What follows belongs to an exercise in optimizing a design on an open flow for small area; a production flow would make more cautious choices.
The RTL was checked by simulation tests, not by an equivalence proof against the original design.
The clock port is modelled as an ideal driver, which makes a skipped or thinned clock tree look cheaper than it is; a real chip needs a root buffer or a tree.
Power and IR drop assume default switching activity.

== job 2582 ==
==> flow/design.v (excerpt) <==
module serprog_engine (
    input  wire        clk,
    input  wire        rst,         
    input  wire        in_valid,
    input  wire [7:0]  in_data,
    output wire        in_ready,
    output wire        out_valid,
    output wire [7:0]  out_data,
    input  wire        out_ready,
    output wire        reg_en,
    output wire        reg_we,
    output wire [1:0]  reg_addr,
    output wire [63:0] reg_wdata,
    input  wire [31:0] reg_rdata
);
    localparam [3:0] S_AWAIT = 4'b0000, S_ARG1 = 4'b0001, S_ARG6  = 4'b0010, S_REPLY = 4'b0011,
                     S_CMD   = 4'b0100, S_CGET = 4'b0101, S_BDECW = 4'b0110, S_BDEC  = 4'b0111,
                     S_CTRL  = 4'b1000, S_POLL = 4'b1001, S_CIW   = 4'b1010, S_POP   = 4'b1011,
                     S_PX    = 4'b1100, S_BUSY = 4'b1101, S_GX    = 4'b1110, S_WRZ   = 4'b1111;
    localparam [5:0] A_IFACE = 6'd2, A_SYNC = 6'd5, A_ACK = 6'd6, A_NAK = 6'd7, A_SERBUF = 6'd8, A_PGM = 6'd11, A_BUS = 6'd28, A_CMDMAP = 6'd30;
    reg [7:0] r0, r1, r2, r3, r4, r5;
    reg [7:0] ib;
    reg [2:0] pos;
    reg [3:0] st;
    reg [5:0] ptr;           
    reg       rx;            
    reg       bor;           
    wire [1:0] j = ptr[1:0];
    wire [8:0] rom =
        (ptr == 6'd2) ? {1'b0, 8'h06} :
        (ptr == 6'd3) ? {1'b0, 8'h01} :
        (ptr == 6'd4) ? {1'b1, 8'h00} :
        (ptr == 6'd5) ? {1'b0, 8'h15} :
  ...
Size in the first run: ~470 cells after synthesis, about 71 flip-flops, about 120 I/O pins, ~3900 µm² of cells after synthesis.
export LEC_CHECK = 0
export ABC_AREA = 1
export CAP_MARGIN = 20
export CORE_MARGIN = 2
export CORE_UTILIZATION = 40
export PLACE_DENSITY = 0.6
export SLEW_MARGIN = 20
create_clock -name core_clock -period 10.0 [get_ports {clk}]
standard.sh (not shown) runs the stock make flow with config.mk's settings and CLKGATE_MAP_FILE= SYNTH_SCRIPT=/design/flow/synth_recipe.tcl, a recipe that flattens the netlist after the stock synthesis.
==> flow/flow/run.sh <==
#!/bin/bash
# The standard layout (standard.sh), with these changes:
#  - synthesis is the standard flow's own script (synth_recipe.tcl, registers untouched),
#    except that the combinational mapping uses flow/abc.script, an
#    area-oriented ABC script (with &deepsyn), in place of ORFS's abc_area.script,
#    and adders are not mapped to ha/fa cells beforehand (ADDER_MAP_FILE empty);
#  - the port buffers are made from the smallest buffer cell (buf_1);
#  - the clock tree is one level of four clkbuf_8 buffers fed by the clock
#    port (flow/cts_post.tcl rebuilds it after clock_tree_synthesis);
#  - the constant outputs share the one tie cell that synthesis gives them
#    (SKIP_REPAIR_TIE_FANOUT=1) instead of one tie cell each.
set -euo pipefail
W=$(pwd)
{
  head -n 1 synth_recipe.tcl
  cat <<'T'
proc abc {args} {
  set out {}
  set skip 0
  foreach a $args {
    if {$skip} { set skip 0; continue }
    if {$a eq "-script"} { set skip 1; continue }
    if {$a eq "-D"} { set skip 1; continue }
    lappend out $a
  }
  yosys abc -script $::env(FLOW_ABC_SCRIPT) {*}$out
}
T
  tail -n +2 synth_recipe.tcl
} > flow_synth.tcl
sed "s#SYNTH_SCRIPT=[^ ]*#SYNTH_SCRIPT=$W/flow_synth.tcl#" standard.sh > flow_standard.sh
grep -q "SYNTH_SCRIPT=$W/flow_synth.tcl" flow_standard.sh
export FLOW_ABC_SCRIPT=$W/flow/abc.script
export BUFFER_PORTS_ARGS="-buffer_cell sky130_fd_sc_hd__buf_1"
export POST_CTS_TCL=$W/flow/cts_post.tcl
export CTS_ARGS="-sink_clustering_enable -repair_clock_nets -dont_use_dummy_load -buf_list {sky130_fd_sc_hd__clkbuf_4 sky130_fd_sc_hd__clkbuf_8} -root_buf sky130_fd_sc_hd__clkbuf_8 -sink_clustering_size 25"
# ADDER_MAP_FILE= : no separate adder mapping (no ha/fa cells); ABC maps the adders too
bash flow_standard.sh ADDER_MAP_FILE= SKIP_REPAIR_TIE_FANOUT=1 finish > flow_standard.log 2>&1
==> flow/flow/abc.script <==
strash
ifraig
scorr
dc2
strash
&get -n
&deepsyn -T 60
&put
strash
&get -n
&dch -f
&nf -R 1000 -p
&put
strash
&get -n
&dch -f
&nf -R 1000 -p
&put
Other scripts of this flow, unchanged in this note and not shown: flow/flow/cts_post.tcl
What job 4758 does differently from job 2582 at the input level:
-- flow/config.mk --
<<< job 2582, line 9
export CAP_MARGIN = 20
export CORE_MARGIN = 2
export CORE_UTILIZATION = 40
export PLACE_DENSITY = 0.6
export SLEW_MARGIN = 20
>>> job 4758, line 9
export CAP_MARGIN = 20
export CORE_MARGIN = 2
export CORE_UTILIZATION = 65
export PLACE_DENSITY = 0.75
export SLEW_MARGIN = 20
## What came out
Job 4758 ended with less setup slack on the worst flop-to-flop path than job 2582.
Taking job 2582 as the reference point, the largest vdd supply drop of job 4758 rises by 42%.
Synthesis-to-layout area growth: job 2582 and job 4758 compared, lower one is job 4758
Compared with job 2582, in job 4758 minimum clock period lower, post-layout instance area went down.
Area of the die sits lower in job 4758 than in job 2582.
In the metrics for job 2582 and job 4758, the one carrying the lower non-filler instance count after layout is job 4758.
[inputs] job 7094 vs job 4758
==> flow/flow/abc.script <==
strash
ifraig
scorr
dc2
strash
&get -n
&deepsyn -J 50
&put
strash
&get -n
&dch -f
&nf -R 1000 -p
&put
strash
&get -n
&deepsyn -J 50 -S 1
&put
strash
&get -n
&dch -f
&nf -R 1000 -p
&put
--- outcome ---
- Job 7094 did not stop at any stage, and its layout met the timing, design-rule and antenna checks.
- Job 7094 against job 4758: routed length on met2 +about 3%, area overhead of the layout relative to synthesis did not really move, routed via count essentially unchanged, final cell count grew by about 1.2%.
- Total cell area at the placement stage in job 7094 is 0.58% higher than in job 4758
- As far as number of I/O pins goes, job 4758 and job 7094 are indistinguishable; the numbers are identical.
- Compared with job 4758, job 7094 ends up with a larger final cell area.
- Job 4758 → job 7094: post-route fraction of the period consumed by the critical path down 0.56 points; internal power component up 2.0%; total power up about 2.7%.
- The standard cell with the maximum stage delay on the critical path comes out nand2b_1 in one run and edfxtp_1 in the other, namely in job 4758 and job 7094 respectively.
- Critical path launch point: st[0]$_SDFFE_PP0P_ -> job 4758, ptr[0]$_DFFE_PP_ -> job 7094
No run of this note takes its clock network from TritonCTS; it comes from the design's own scripts or RTL.


Setup of build 38:
Another version of the RTL of serprog_engine (not shown whole).
Size: ~79 flip-flops, roughly 120 I/O pins, ~0.0040 mm² of cells after synthesis.
Settings: LEC_CHECK=0, ABC_AREA=1, CAP_MARGIN=20, CORE_MARGIN=2, CORE_UTILIZATION=40, PLACE_DENSITY=0.6, SLEW_MARGIN=20; clock period 10.0 ns.
==> flow/flow/run.sh <==
#!/bin/bash
# The standard layout (standard.sh), with these changes:
#  - synthesis is the standard flow's own script (synth_recipe.tcl, registers untouched),
#    except that the combinational mapping uses flow/abc.script, an
#    area-oriented ABC script (with &deepsyn), in place of ORFS's abc_area.script,
#    and adders are not mapped to ha/fa cells beforehand (ADDER_MAP_FILE empty);
#  - the port buffers are made from the smallest buffer cell (buf_1);
#  - the clock tree uses clkbuf_4/8 and no dummy loads.
set -euo pipefail
W=$(pwd)
{
  head -n 1 synth_recipe.tcl
  cat <<'T'
proc abc {args} {
  set out {}
  set skip 0
  foreach a $args {
    if {$skip} { set skip 0; continue }
    if {$a eq "-script"} { set skip 1; continue }
    if {$a eq "-D"} { set skip 1; continue }
    lappend out $a
  }
  yosys abc -script $::env(FLOW_ABC_SCRIPT) {*}$out
}
T
  tail -n +2 synth_recipe.tcl
} > flow_synth.tcl
sed "s#SYNTH_SCRIPT=[^ ]*#SYNTH_SCRIPT=$W/flow_synth.tcl#" standard.sh > flow_standard.sh
grep -q "SYNTH_SCRIPT=$W/flow_synth.tcl" flow_standard.sh
export FLOW_ABC_SCRIPT=$W/flow/abc.script
export BUFFER_PORTS_ARGS="-buffer_cell sky130_fd_sc_hd__buf_1"
export CTS_ARGS="-sink_clustering_enable -repair_clock_nets -dont_use_dummy_load -buf_list {sky130_fd_sc_hd__clkbuf_4 sky130_fd_sc_hd__clkbuf_8} -root_buf sky130_fd_sc_hd__clkbuf_8 -sink_clustering_size 25"
# ADDER_MAP_FILE= : no separate adder mapping (no ha/fa cells); ABC maps the adders too
bash flow_standard.sh ADDER_MAP_FILE= SKIP_REPAIR_TIE_FANOUT=1 finish > flow_standard.log 2>&1
==> flow/flow/abc.script <==
strash
ifraig
scorr
dc2
strash
&get -n
&deepsyn -T 60
&put
strash
&get -n
&dch -f
&nf -R 1000 -p
&put
strash
&get -n
&dch -f
&nf -R 1000 -p
&put
Changes in build 59 relative to build 38:
-- flow/flow/run.sh --
<<< build 38, line 8
#  - the clock tree uses clkbuf_4/8 and no dummy loads.
>>> build 59, line 8
#  - the clock tree uses clkbuf_4/8 and no dummy loads;
#  - the constant outputs share the one tie cell that synthesis gives them
#    (SKIP_REPAIR_TIE_FANOUT=1) instead of one tie cell each.
==> notes.md <==
As far as worst hold path depth goes, build 38 and build 59 are indistinguishable; the numbers are identical.
Diff build 59..build 38 | data required time at the worst endpoint | negligible
Any difference in internal power between build 59 and build 38 is small enough to ignore.
Build 59 -> build 38: utilization delta 0, exact match
Diff build 59..build 38 | combinational power | negligible
Input changes introduced in build 95 (baseline for comparison: build 59):
==> flow/flow/run.sh <==
#!/bin/bash
# The standard layout (standard.sh), with two changes:
#  - synthesis is the standard flow's own script (synth_recipe.tcl, registers untouched),
#    except that the combinational mapping uses flow/abc.script, an
#    area-oriented ABC script (with &deepsyn), in place of ORFS's abc_area.script;
#  - the port buffers are made from the smallest buffer cell (buf_1);
#  - the clock tree uses clkbuf_4 leaves, a clkbuf_8 root and no dummy loads.
set -euo pipefail
W=$(pwd)
{
  head -n 1 synth_recipe.tcl
  cat <<'T'
proc abc {args} {
  set out {}
  set skip 0
  foreach a $args {
    if {$skip} { set skip 0; continue }
    if {$a eq "-script"} { set skip 1; continue }
    if {$a eq "-D"} { set skip 1; continue }
    lappend out $a
  }
  yosys abc -script $::env(FLOW_ABC_SCRIPT) {*}$out
}
T
  tail -n +2 synth_recipe.tcl
} > flow_synth.tcl
sed "s#SYNTH_SCRIPT=[^ ]*#SYNTH_SCRIPT=$W/flow_synth.tcl#" standard.sh > flow_standard.sh
grep -q "SYNTH_SCRIPT=$W/flow_synth.tcl" flow_standard.sh
export FLOW_ABC_SCRIPT=$W/flow/abc.script
export BUFFER_PORTS_ARGS="-buffer_cell sky130_fd_sc_hd__buf_1"
export CTS_ARGS="-sink_clustering_enable -repair_clock_nets -dont_use_dummy_load -buf_list {sky130_fd_sc_hd__clkbuf_4} -root_buf sky130_fd_sc_hd__clkbuf_8 -sink_clustering_size 16"
bash flow_standard.sh > flow_standard.log 2>&1
### Flow results
Diff build 59 -> build 95: die area now larger; final period demand of the worst path now larger. Per the comparison of build 95 with build 59, final clock period utilization by the worst path up 12 points; total power draw now sits lower. Compared with build 59, build 95 shows final cell count that has gone up by a little under 10%. Share of the final layout cell area in multi-input gates ends up higher on build 95.
Relative to build 95, the following input files were edited for build 45:
- PLACE_DENSITY: 0.6 -> 0.75
- CORE_UTILIZATION: 40 -> 65
-- flow/flow/run.sh --
<<< build 95, line 2
# The standard layout (standard.sh), with two changes:
>>> build 45, line 2
# The standard layout (standard.sh), with these changes:
<<< build 95, line 5
#    area-oriented ABC script (with &deepsyn), in place of ORFS's abc_area.script;
>>> build 45, line 5
#    area-oriented ABC script (with &deepsyn), in place of ORFS's abc_area.script,
#    and adders are not mapped to ha/fa cells beforehand (ADDER_MAP_FILE empty);
<<< build 95, line 7
#  - the clock tree uses clkbuf_4 leaves, a clkbuf_8 root and no dummy loads.
>>> build 45, line 8
#  - the clock tree uses clkbuf_4/8 and no dummy loads;
#  - the constant outputs share the one tie cell that synthesis gives them
#    (SKIP_REPAIR_TIE_FANOUT=1) instead of one tie cell each.
<<< build 95, line 31
export CTS_ARGS="-sink_clustering_enable -repair_clock_nets -dont_use_dummy_load -buf_list {sky130_fd_sc_hd__clkbuf_4} -root_buf sky130_fd_sc_hd__clkbuf_8 -sink_clustering_size 16"
bash flow_standard.sh > flow_standard.log 2>&1
>>> build 45, line 34
export CTS_ARGS="-sink_clustering_enable -repair_clock_nets -dont_use_dummy_load -buf_list {sky130_fd_sc_hd__clkbuf_4 sky130_fd_sc_hd__clkbuf_8} -root_buf sky130_fd_sc_hd__clkbuf_8 -sink_clustering_size 25"
# ADDER_MAP_FILE= : no separate adder mapping (no ha/fa cells); ABC maps the adders too
bash flow_standard.sh ADDER_MAP_FILE= SKIP_REPAIR_TIE_FANOUT=1 finish > flow_standard.log 2>&1
- Diff build 95 and build 45: sequential share of layout area higher in build 45
- Compared with build 95, in build 45 final area shrank by 9.4%; total via count after detailed routing shrank by 175.
- [compare] base=build 95 new=build 45: global-route wire length before repair lower, clock buffer count in the final layout shows no meaningful change, number of setup buffers added after CTS ~0 delta.
- Build 45 vs build 95, routed wire length went down by about 13%.
- Build 45 reports its critical path launch point as st[0] while build 95 reports ptr[0].


The RTL this note starts from:
==> flow/design.v <==
module serprog_engine (
    input  wire        clk,
    input  wire        rst,         
    input  wire        in_valid,
    input  wire [7:0]  in_data,
    output wire        in_ready,
    output wire        out_valid,
    output wire [7:0]  out_data,
    input  wire        out_ready,
    output wire        reg_en,
    output wire        reg_we,
    output wire [1:0]  reg_addr,
    output wire [63:0] reg_wdata,
    input  wire [31:0] reg_rdata
);
    localparam [4:0] S_AWAIT = 5'b00000, S_ARG1  = 5'b00100, S_ARG6  = 5'b00001, S_ARG6I = 5'b00101,
                     S_REPLY = 5'b00010, S_RSPI  = 5'b00110, S_SET   = 5'b00011, S_CGET  = 5'b00111,
                     S_CINS  = 5'b01000, S_BDECW = 5'b01001, S_BDEC  = 5'b01010, S_PUTL  = 5'b01011,
                     S_PUT   = 5'b01100, S_GETB  = 5'b01101, S_GINS  = 5'b01110, S_CMD   = 5'b01111,
                     S_CTRL  = 5'b10000, S_POLL  = 5'b10001, S_CWR   = 5'b10010, S_POP   = 5'b10011,
                     S_BUSY  = 5'b10101, S_WRZ   = 5'b10111;
    localparam [5:0] A_IFACE = 6'd3, A_SYNC = 6'd6, A_ACK = 6'd7, A_NAK = 6'd8, A_SERBUF = 6'd9, A_PGM = 6'd12, A_BUS = 6'd29, A_CMDMAP = 6'd31;
    reg [7:0] r0, r1, r2, r3, r4, r5, r6;
    reg [7:0] ib;
    reg [2:0] pos;
    reg [4:0] st;
    reg [5:0] ptr;           
    reg       rx;            
    reg       bor;           
    wire [1:0] j = ptr[1:0];
    wire [8:0] rom =
        (ptr == 6'd3) ? {1'b0, 8'h06} :
        (ptr == 6'd4) ? {1'b0, 8'h01} :
        (ptr == 6'd5) ? {1'b1, 8'h00} :
        (ptr == 6'd6) ? {1'b0, 8'h15} :
        (ptr == 6'd7) ? {1'b1, 8'h06} :
        (ptr == 6'd8) ? {1'b1, 8'h15} :
        (ptr == 6'd9) ? {1'b0, 8'h06} :
        (ptr == 6'd10) ? {1'b0, 8'hFF} :
        (ptr == 6'd11) ? {1'b1, 8'hFF} :
        (ptr == 6'd12) ? {1'b0, 8'h06} :
        (ptr == 6'd13) ? {1'b0, "m"} :
        (ptr == 6'd14) ? {1'b0, "8"} :
        (ptr == 6'd15) ? {1'b0, "8"} :
        (ptr == 6'd16) ? {1'b0, "c"} :
        (ptr == 6'd17) ? {1'b0, "s"} :
        (ptr == 6'd18) ? {1'b0, "8"} :
        (ptr == 6'd19) ? {1'b0, "0"} :
        (ptr == 6'd20) ? {1'b0, "0"} :
        (ptr == 6'd21) ? {1'b0, "1"} :
        (ptr == 6'd22) ? {1'b0, " "} :
        (ptr == 6'd23) ? {1'b0, "f"} :
        (ptr == 6'd24) ? {1'b0, "l"} :
        (ptr == 6'd25) ? {1'b0, "a"} :
        (ptr == 6'd26) ? {1'b0, "s"} :
        (ptr == 6'd27) ? {1'b0, "h"} :
        (ptr == 6'd28) ? {1'b1, 8'h00} :
        (ptr == 6'd29) ? {1'b0, 8'h06} :
        (ptr == 6'd30) ? {1'b1, 8'h08} :
        (ptr == 6'd31) ? {1'b0, 8'h06} :
        (ptr == 6'd32) ? {1'b0, 8'h3F} :
        (ptr == 6'd34) ? {1'b0, 8'h2D} :
        (ptr == 6'd63) ? {1'b1, 8'h00} :
        9'd0;
    wire get_fire = in_valid  & in_ready;
    wire put_fire = out_valid & out_ready;
    wire at_j  = (pos == {1'b0, j});               
    wire at_a  = (pos == ptr[2:0]);                
    wire hi3   = (pos == 3'd4) | (pos == 3'd5) | (pos == 3'd6);
    wire lo3   = (pos == 3'd0) | (pos == 3'd1) | (pos == 3'd2);
    wire tx_ok   = ~reg_rdata[12] & ~reg_rdata[11];         
    wire rx_ok   = |reg_rdata[20:16];                       
    wire st_busy = reg_rdata[0];
    reg        wr_ib, wr_zero, cp, chain, ld_ib;
    reg        ird, ova, ren, rwe;
    always @* begin
        wr_ib = 1'b0; wr_zero = 1'b0; cp = 1'b0; chain = 1'b0; ld_ib = 1'b0;
        ird = 1'b0; ova = 1'b0; ren = 1'b0; rwe = 1'b0;
        case (st)
            S_AWAIT: ird = 1'b1;
            S_ARG1:  ird = 1'b1;
            S_ARG6:  ird = (ptr[2:0] != 3'd3);
            S_ARG6I: wr_ib = at_a;
            S_REPLY: ova = 1'b1;
            S_RSPI:  begin ova = 1'b1; cp = ~rx & hi3; end
            S_SET:   cp = ~rx & hi3;
            S_CTRL:  if (pos == 3'd4) begin ren = 1'b1; rwe = 1'b1; end
            S_CMD:   chain = lo3;
            S_CGET:  ird = 1'b1;
            S_CINS:  wr_ib = (pos == 3'd3);
            S_CWR:   if (pos == 3'd3) begin ren = 1'b1; rwe = 1'b1; end
            S_BDEC:  chain = hi3;
            S_POLL:  ren = 1'b1;
            S_POP:   ren = (pos == 3'd6);
            S_PUTL:  ld_ib = at_j;
            S_PUT:   ova = 1'b1;
            S_GETB:  ird = 1'b1;
            S_GINS:  wr_ib = at_j;
            S_WRZ:   begin
                         wr_zero = (j != 2'd0) & ~pos[2] & (pos[1:0] >= j);
                         if (pos == 3'd0) begin ren = 1'b1; rwe = 1'b1; end
                     end
            S_BUSY:  ren = 1'b1;
            default: ;
        endcase
    end
    assign in_ready  = ird;
    assign out_valid = ova;
    assign out_data  = (st == S_PUT) ? ib : rom[7:0];
    assign reg_en    = ren;
    assign reg_we    = rwe;
    assign reg_addr  = st[1:0];
    wire g_hi  = ~st[1];
    wire g_mid = st[0] | ~st[1];
    assign reg_wdata = {13'd0, g_hi & rx, g_hi & ~rx, g_hi,
                        {r5, r4} & {16{g_hi}},
                        {r3, r2, r1} & {24{g_mid}},
                        r0};
    wire [7:0] src  = r0 | (cp ? r3 : 8'd0);
    wire       bin  = chain & bor;
    wire [7:0] dec  = src - {7'd0, bin};
    wire [7:0] r6_n = wr_ib ? ib : wr_zero ? 8'd0 : dec;
    wire pop = (st == S_POP) & (pos == 3'd6);
    always @(posedge clk) begin
        if (pop) begin
            {r3, r2, r1, r0} <= reg_rdata;
        end else begin
            r0 <= r1; r1 <= r2; r2 <= r3; r3 <= r4;
        end
        r4 <= r5; r5 <= r6; r6 <= r6_n;
        pos <= (rst || pos == 3'd6) ? 3'd0 : pos + 3'd1;
    end
    always @(posedge clk) begin
        if (get_fire)
            ib <= in_data;
        else if (ld_ib)
            ib <= r0;
    end
    always @(posedge clk) begin
        if ((st == S_CMD && pos == 3'd6) || (st == S_BDECW && pos == 3'd3))
            bor <= 1'b1;
        else if (chain)
            bor <= bor & (r0 == 8'd0);
    end
    always @(posedge clk) begin
        if (rst) begin
            st <= S_AWAIT;
        end else begin
            case (st)
                S_AWAIT: if (get_fire) begin
                    rx <= 1'b0;
                    case (in_data)
                        8'h00: begin ptr <= A_ACK;    st <= S_REPLY; end
                        8'h01: begin ptr <= A_IFACE;  st <= S_REPLY; end
                        8'h02: begin ptr <= A_CMDMAP; st <= S_REPLY; end
                        8'h03: begin ptr <= A_PGM;    st <= S_REPLY; end
                        8'h04: begin ptr <= A_SERBUF; st <= S_REPLY; end
                        8'h05: begin ptr <= A_BUS;    st <= S_REPLY; end
                        8'h10: begin ptr <= A_SYNC;   st <= S_REPLY; end
                        8'h12: begin ptr <= A_NAK;    st <= S_ARG1;  end
                        8'h13: begin ptr <= A_ACK - 6'd7; st <= S_ARG6; end
                        8'h15: begin ptr <= A_ACK;    st <= S_ARG1;  end
                        default: begin ptr <= A_NAK;  st <= S_REPLY; end
                    endcase
                end
                S_ARG1: if (get_fire) begin
                    if (in_data == 8'h08) ptr <= A_ACK;
                    st <= S_REPLY;
                end
                S_ARG6: if (ptr[2:0] == 3'd3) ptr <= ptr + 6'd1;
                        else if (get_fire) begin
                            if (ptr[2] && in_data != 8'd0) rx <= 1'b1;
                            st <= S_ARG6I;
                        end
                S_ARG6I: if (at_a) begin
                    ptr <= ptr + 6'd1;
                    st <= (ptr[2:0] == 3'd6) ? S_RSPI : S_ARG6;
                end
                S_REPLY: if (put_fire) begin
                    ptr <= ptr + 6'd1;
                    if (rom[8]) st <= S_AWAIT;
                end
                S_RSPI: if (put_fire) st <= S_SET;
                S_SET: if (pos == 3'd6) st <= S_CTRL;
                S_CTRL: if (pos == 3'd4) begin ptr <= 6'd0; st <= S_CMD; end
                S_CMD: if (pos == 3'd3) st <= bor ? S_BDEC : S_CGET;
                S_CGET: if (get_fire) st <= S_CINS;
                S_CINS: if (pos == 3'd3) st <= S_CWR;
                S_CWR: if (pos == 3'd3) st <= S_CMD;
                S_BDECW: if (pos == 3'd3) st <= S_BDEC;
                S_BDEC: if (pos == 3'd0) begin
                    if (bor) st <= (j != 2'd0 && !rx) ? S_WRZ : S_BUSY;
                    else if (j == 2'd0) st <= S_POLL;
                    else st <= rx ? S_PUTL : S_GETB;
                end
                S_POLL: if (rx ? rx_ok : tx_ok) st <= rx ? S_POP : S_GETB;
                S_POP: if (pos == 3'd6) st <= S_PUTL;
                S_PUTL: if (at_j) st <= S_PUT;
                S_PUT: if (put_fire) begin ptr <= ptr + 6'd1; st <= S_BDECW; end
                S_GETB: if (get_fire) st <= S_GINS;
                S_GINS: if (at_j) begin
                    ptr <= ptr + 6'd1;
                    st <= (j == 2'd3) ? S_WRZ : S_BDECW;
                end
                S_WRZ: if (pos == 3'd0) st <= (j == 2'd0) ? S_BDECW : S_BUSY;
                S_BUSY: if (!st_busy) st <= S_AWAIT;
                default: st <= S_AWAIT;
            endcase
        end
    end
endmodule
clock: 10.0 ns
lec_check: 0
abc_area: 1
cap_margin: 20
core_margin: 2
core_utilization: 40
place_density: 0.6
slew_margin: 20
==> flow/flow/run.sh <==
#!/bin/bash
# The standard layout (standard.sh), with two changes:
#  - synthesis is the standard flow's own script (synth_recipe.tcl, registers untouched),
#    except that the combinational mapping uses flow/abc.script, an
#    area-oriented ABC script, in place of ORFS's abc_area.script;
#  - the port buffers are made from the smallest buffer cell (buf_1).
set -euo pipefail
W=$(pwd)
{
  head -n 1 synth_recipe.tcl
  cat <<'T'
proc abc {args} {
  set out {}
  set skip 0
  foreach a $args {
    if {$skip} { set skip 0; continue }
    if {$a eq "-script"} { set skip 1; continue }
    if {$a eq "-D"} { set skip 1; continue }
    lappend out $a
  }
  yosys abc -script $::env(FLOW_ABC_SCRIPT) {*}$out
}
T
  tail -n +2 synth_recipe.tcl
} > flow_synth.tcl
sed "s#SYNTH_SCRIPT=[^ ]*#SYNTH_SCRIPT=$W/flow_synth.tcl#" standard.sh > flow_standard.sh
grep -q "SYNTH_SCRIPT=$W/flow_synth.tcl" flow_standard.sh
export FLOW_ABC_SCRIPT=$W/flow/abc.script
export BUFFER_PORTS_ARGS="-buffer_cell sky130_fd_sc_hd__buf_1"
bash flow_standard.sh > flow_standard.log 2>&1
==> flow/flow/abc.script <==
strash
ifraig
scorr
dc2
strash
&get -n
&dch -f
&nf -R 1000 -p
&put
strash
&get -n
&dch -f
&nf -R 1000 -p
&put
Next try:
--- a/flow/flow/run.sh
+++ b/flow/flow/run.sh
@@ -5,3 +5,4 @@
 #    area-oriented ABC script, in place of ORFS's abc_area.script;
-#  - the port buffers are made from the smallest buffer cell (buf_1).
+#  - the port buffers are made from the smallest buffer cell (buf_1);
+#  - the clock tree uses clkbuf_4/8 and no dummy loads.
 set -euo pipefail
@@ -29,2 +30,3 @@
 export BUFFER_PORTS_ARGS="-buffer_cell sky130_fd_sc_hd__buf_1"
+export CTS_ARGS="-sink_clustering_enable -repair_clock_nets -dont_use_dummy_load -buf_list {sky130_fd_sc_hd__clkbuf_4 sky130_fd_sc_hd__clkbuf_8} -root_buf sky130_fd_sc_hd__clkbuf_8 -sink_clustering_size 25"
 bash flow_standard.sh > flow_standard.log 2>&1
Effect: Synthesized cell count does not change; maximum frequency came out lower by 0.39%; hold slack stays flat; first-iteration DRC count fell by 0.33%.

-- static timing again, ports no longer ideal --
Ports are ideal in the flow. The routed layouts listed here were re-timed in OpenROAD.
Step 1 (the two cells are an assumption about what drives the block):
set clk [get_ports {clk}]
set_driving_cell -lib_cell sky130_fd_sc_hd__clkbuf_16 $clk
set_driving_cell -lib_cell sky130_fd_sc_hd__buf_2 [delete_from_list [all_inputs] $clk]
Step 2, shift: input delay + t, output delay - t, t = (earliest + latest rising clock arrival at the registers) / 2. This alone moves slack from input paths to output paths.
Three values: no drivers, after step 1, after step 2; two values: the first two.
| run | t, ns | setup slack, ns | worst hold slack (ns) | pins driven straight from the clock port |
|---|---|---|---|---|
| job 2582 | 0.230 | 5.126 / 5.061 / 5.291 | 0.351 / 0.351 / 0.351 | 4 |
| job 4758 | 0.225 | 5.171 / 5.110 / 5.335 | 0.353 / 0.353 / 0.353 | 4 |
| job 7094 | 0.225 | 5.227 / 5.164 / 5.389 | 0.353 / 0.353 / 0.353 | 4 |
| build 38 | 0.364 | 5.399 / 5.368 / 5.732 | 0.323 / 0.323 / 0.323 | 1 |
| build 59 | 0.364 | 5.399 / 5.368 / 5.732 | 0.323 / 0.323 / 0.323 | 1 |
| build 95 | 0.369 | 4.162 / 4.128 / 4.497 | 0.314 / 0.314 / 0.314 | 1 |
| build 45 | 0.362 | 5.428 / 5.398 / 5.760 | 0.315 / 0.315 / 0.315 | 1 |
| the first run of note 3 | 0.381 | 4.971 / 4.931 / 5.311 | 0.325 / 0.325 / 0.325 | 1 |
| the second run of note 3 | 0.384 | 4.951 / 4.917 / 5.300 | 0.325 / 0.325 / 0.325 | 1 |
After both steps every run listed still meets setup and hold.
